What follows belongs to an exercise in optimizing a design on an open flow for small area; a production flow would make more cautious choices. Where RTL was checked, it was by simulation tests only, not by an equivalence proof against the original. Power figures rest on the tool's default switching activity, not on a simulated workload. The clock port is modelled as an ideal driver; clocking choices that lean on that would not hold on a real chip.

// eeprom_ctrl
module eeprom_ctrl (
    input  wire        clk,
    input  wire        rst,
    input  wire [7:0]  rx_data,
    input  wire        rx_valid,
    output wire        rx_ready,
    output reg  [7:0]  tx_data,
    output wire        tx_valid,
    input  wire        tx_ready,
    output wire [14:0] eep_a,
    output wire [7:0]  eep_d_out,
    output wire        eep_d_dir,
    input  wire [7:0]  eep_d_in,
    output wire        eep_ce,
    output wire        eep_oe,
    output wire        eep_we
);
export LEC_CHECK = 0
export CAP_MARGIN = 20
export CORE_MARGIN = 2
export CORE_UTILIZATION = 60
export SLEW_MARGIN = 20
create_clock -name core_clock -period 12.0 [get_ports {clk}]
standard.sh (not shown) runs the stock make flow with config.mk's settings and CLKGATE_MAP_FILE= SYNTH_SCRIPT=/design/flow/synth_recipe.tcl, a recipe that flattens the netlist after the stock synthesis.
==> flow/flow/run.sh <==
#!/bin/bash
# Own layout flow:
# 1. the standard synthesis, unchanged;
# 2. the combinational logic re-mapped for area by ABC, registers untouched
#    (same instances, names and cell types), best of four seeds; the result
#    is proven equivalent to the standard netlist, else the standard netlist
#    is kept;
# 3. the rest of the standard flow, with the smallest buffer on the ports
#    and a clock tree built from larger
#    sink clusters and without dummy loads.
# Each tool's output goes to its own log file in this folder.
set -euo pipefail
R=orfs/results/${FLOW_PLATFORM}/eeprom_ctrl/base
NET=$R/1_2_yosys.v
LIB=${FLOW_HOME}/platforms/${FLOW_PLATFORM}/lib/sky130_fd_sc_hd__tt_025C_1v80.lib

bash standard.sh synth > 1_standard_synth.log 2>&1

cp $NET $NET.std
# Four ABC runs with different seeds, in parallel; the smallest netlist that
# passes the checks and the equivalence proof is used.
for f in equiv check; do
  sed -e "s#@LIB@#${LIB}#g" -e "s#@NET@#${NET}#g" -e "s#@TOP@#${FLOW_TOP}#g" \
      flow/$f.ys.in > $f.ys
done
for s in 1 2 3 4; do
  sed -e "s#@LIB@#${LIB}#g" -e "s#@NET@#${NET}#g" -e "s#@TOP@#${FLOW_TOP}#g" \
      -e "s#@T@#60#g" -e "s#@S@#${s}#g" -e "s#@OUT@#resyn_${s}.v#g" flow/resyn.ys.in > resyn_${s}.ys
  yosys -s resyn_${s}.ys > 2_resyn_yosys_${s}.log 2>&1 &
done
wait || true
rm -f resyn_areas.txt
for s in 1 2 3 4; do
  a=$(grep "Chip area" 2_resyn_yosys_${s}.log | tail -1 | awk '{print $NF}') || true
  if [[ -n "$a" && -s resyn_${s}.v ]]; then echo "$a $s" >> resyn_areas.txt; fi
done
echo "re-mapping failed or not proven; standard netlist kept" > resyn_status.log
if [[ -s resyn_areas.txt ]]; then
  for s in $(sort -g resyn_areas.txt | awk '{print $2}'); do
    cp resyn_${s}.v $NET
    if yosys -s check.ys > 3_check_yosys_${s}.log 2>&1 &&
       yosys -s equiv.ys > 4_equiv_yosys_${s}.log 2>&1; then
      echo "re-mapped netlist of seed ${s} used" > resyn_status.log
      break
    fi
    cp $NET.std $NET
  done
fi
rm -f $R/1_synth.odb $R/1_synth.sdc

export BUFFER_PORTS_ARGS="-buffer_cell sky130_fd_sc_hd__buf_1"
export CTS_ARGS="-sink_clustering_enable -repair_clock_nets -dont_use_dummy_load -buf_list sky130_fd_sc_hd__clkbuf_16 -sink_clustering_size 30 -sink_clustering_max_diameter 100"
bash standard.sh > 5_standard_layout.log 2>&1
Other scripts of this flow, unchanged in this note and not shown: flow/flow/check.ys.in, flow/flow/equiv.ys.in, flow/flow/resyn.ys.in, flow/flow/tie_cell.v
Next try:
--- a/flow/design.v
+++ b/flow/design.v
@@ -23,29 +23,29 @@
                      C_N = 4'd8, C_S = 4'd9, C_T = 4'd10;
     localparam [4:0] S_RECV   = 5'd0,
                      S_DISP   = 5'd1,
                      S_ALIGN  = 5'd2,
                      S_NFILL  = 5'd3,
                      S_SFILL  = 5'd4,
                      S_RDIR   = 5'd5,
                      S_ROE    = 5'd6,
-                     S_WDIR   = 5'd7,
-                     S_WADDR  = 5'd8,
-                     S_TWAIT  = 5'd9,
-                     S_WCE    = 5'd10,
-                     S_PWAIT  = 5'd11,
-                     S_WEND   = 5'd12,
-                     S_RWAIT  = 5'd16,
-                     S_WWE    = 5'd17,
-                     S_WWAIT  = 5'd18,
-                     S_WCEOFF = 5'd19,
-                     S_RADDR  = 5'd20,
-                     S_RCE    = 5'd21,
-                     S_ROEOFF = 5'd22;
+                     S_RADDR  = 5'd7,
+                     S_RCE    = 5'd8,
+                     S_RWAIT  = 5'd9,
+                     S_ROEOFF = 5'd10,
+                     S_WDIR   = 5'd11,
+                     S_WADDR  = 5'd12,
+                     S_TWAIT  = 5'd13,
+                     S_WCE    = 5'd14,
+                     S_WWE    = 5'd15,
+                     S_WWAIT  = 5'd16,
+                     S_WCEOFF = 5'd17,
+                     S_PWAIT  = 5'd18,
+                     S_WEND   = 5'd19;
     localparam [2:0] PS_ADDR  = 3'd0,
                      PS_SEP   = 3'd1,
                      PS_DATA  = 3'd2,
                      PS_DATA1 = 3'd3,
                      PS_CS0   = 3'd4,
                      PS_CS1   = 3'd5,
                      PS_IGN   = 3'd6,
                      PS_CSD   = 3'd7;    
@@ -96,20 +96,17 @@
     wire        csp = (ps == PS_CSD);               
     wire        sep_ok = (ps == PS_DATA) || (ps == PS_DATA1) || (ps == PS_CS0) ||
                          (ps == PS_CS1) || csp;
     reg [7:0]   computed;    
     reg [14:0]  base;
     reg [6:0]   pos;         
     reg [1023:0] page;
     reg [127:0] xfer;
-    reg         ctl_dir;
-    wire        ctl_ce = (state[4:2] == 3'b100);
-    wire        ctl_we = (state == S_WWAIT);
-    wire        ctl_oe = (state == S_RWAIT) || ((state[4:2] == 3'b101) && (state[1:0] != 2'b11));
+    reg         ctl_ce, ctl_oe, ctl_we, ctl_dir;
     wire        emit  = state[4] & state[3];
     wire [2:0]  rkind = state[2:0];
     wire       tick  = (pos[1:0] == 2'd3);
     wire [7:0] xhead = xfer[7:0];
     wire [7:0] xtail = xfer[127:120];
     wire [7:0] phead = page[7:0];
     wire [5:0] ridx  = cnt[5:0];
     wire       jseq    = (cls == C_P) || (cls == C_U) || (cls == C_B);
@@ -263,16 +260,19 @@
             cnt   <= 7'd0;
             state <= {2'b11, kind};
         end
     endtask
     always @(posedge clk) begin
         if (rst) begin
             line_init;
             pos     <= 7'd0;
+            ctl_ce  <= 1'b0;
+            ctl_oe  <= 1'b0;
+            ctl_we  <= 1'b0;
             ctl_dir <= 1'b0;
         end else begin
             pos <= pos + 7'd1;
             if (xsh && (state == S_RECV || state == S_RWAIT))
                 computed <= computed ^ xin;
             case (state)
                 S_RECV: begin
                     if (rx_valid) begin
@@ -410,36 +410,40 @@
                     else if (s_hit)
                         cnt <= cnt + 7'd1;
                 end
                 S_RDIR: begin
                     ctl_dir <= 1'b0;
                     state   <= S_ROE;
                 end
                 S_ROE: begin
+                    ctl_oe <= 1'b1;
                     state  <= S_RADDR;
                 end
                 S_RADDR: begin
                     cnt   <= cnt + 7'd1;
                     state <= S_RCE;
                 end
                 S_RCE: begin
                     if (tick) begin
+                        ctl_ce <= 1'b1;
                         state  <= S_RWAIT;
                     end
                 end
                 S_RWAIT: begin
                     if (tick) begin
+                        ctl_ce   <= 1'b0;
                         if (cls == C_R && cnt[3:0] != 4'd15)
                             state <= S_RADDR;
                         else
                             state <= S_ROEOFF;
                     end
                 end
                 S_ROEOFF: begin
+                    ctl_oe <= 1'b0;
                     if (cls == C_R) begin
                         start_reply(RP_RDATA);
                     end else begin
                         cnt   <= 7'd127;
                         state <= S_WDIR;
                     end
                 end
                 S_WDIR: begin
@@ -453,29 +457,33 @@
                     cnt   <= cnt + 7'd1;
                     state <= (cls == C_T) ? S_TWAIT : S_WCE;
                 end
                 S_TWAIT: begin
                     if (pos == cnt)
                         state <= S_WCE;
                 end
                 S_WCE: begin
+                    ctl_ce <= 1'b1;
                     state  <= S_WWE;
                 end
                 S_WWE: begin
                     if (tick) begin
+                        ctl_we <= 1'b1;
                         state  <= S_WWAIT;
                     end
                 end
                 S_WWAIT: begin
                     if (tick) begin
+                        ctl_we <= 1'b0;
                         state  <= S_WCEOFF;
                     end
                 end
                 S_WCEOFF: begin
+                    ctl_ce <= 1'b0;
                     state  <= wlast ? S_WEND : S_WADDR;
                 end
                 S_WEND: begin
                     case (cls)
                         C_T: begin
                             cnt   <= 7'd0;
                             state <= S_PWAIT;
                         end
=> Worst setup slack gets better by 0.21 ns. Utilization rose by 0.21 points. Total power went up by a few percent. Hold slack gets worse by 0.020 ns. Clock power stays flat. Design area goes up slightly. Maximum frequency climbs by a few percent. Critical path depth came out higher by 8.
No functional check of the RTL was part of the second run of this note.

==> re-timing with driven ports <==
No port has a modelled driver above. Below, the same layouts with a new extraction and two added sets of constraints.
Step 1 sets driving cells, clkbuf_16 on the clock port and buf_2 on the other inputs (assumed; they add their load-dependent delay and slew).
Step 2 also shifts input and output timing later by t, the mid clock arrival at the registers, as if the neighbouring blocks saw the same clock.
Slacks: ideal / step 1 / step 2; pairs: ideal / step 1.
run	t, ns	setup slack, ns	hold slack, ns	slew at the worst register clock pin (ns)
the first run	0.637	4.886 / 4.828 / 5.465	0.298 / 0.298 / 0.298	0.11 / 0.11
the second run	0.670	5.096 / 5.035 / 5.705	0.278 / 0.278 / 0.278	0.12 / 0.12
After both steps setup and hold are still met in every run listed.
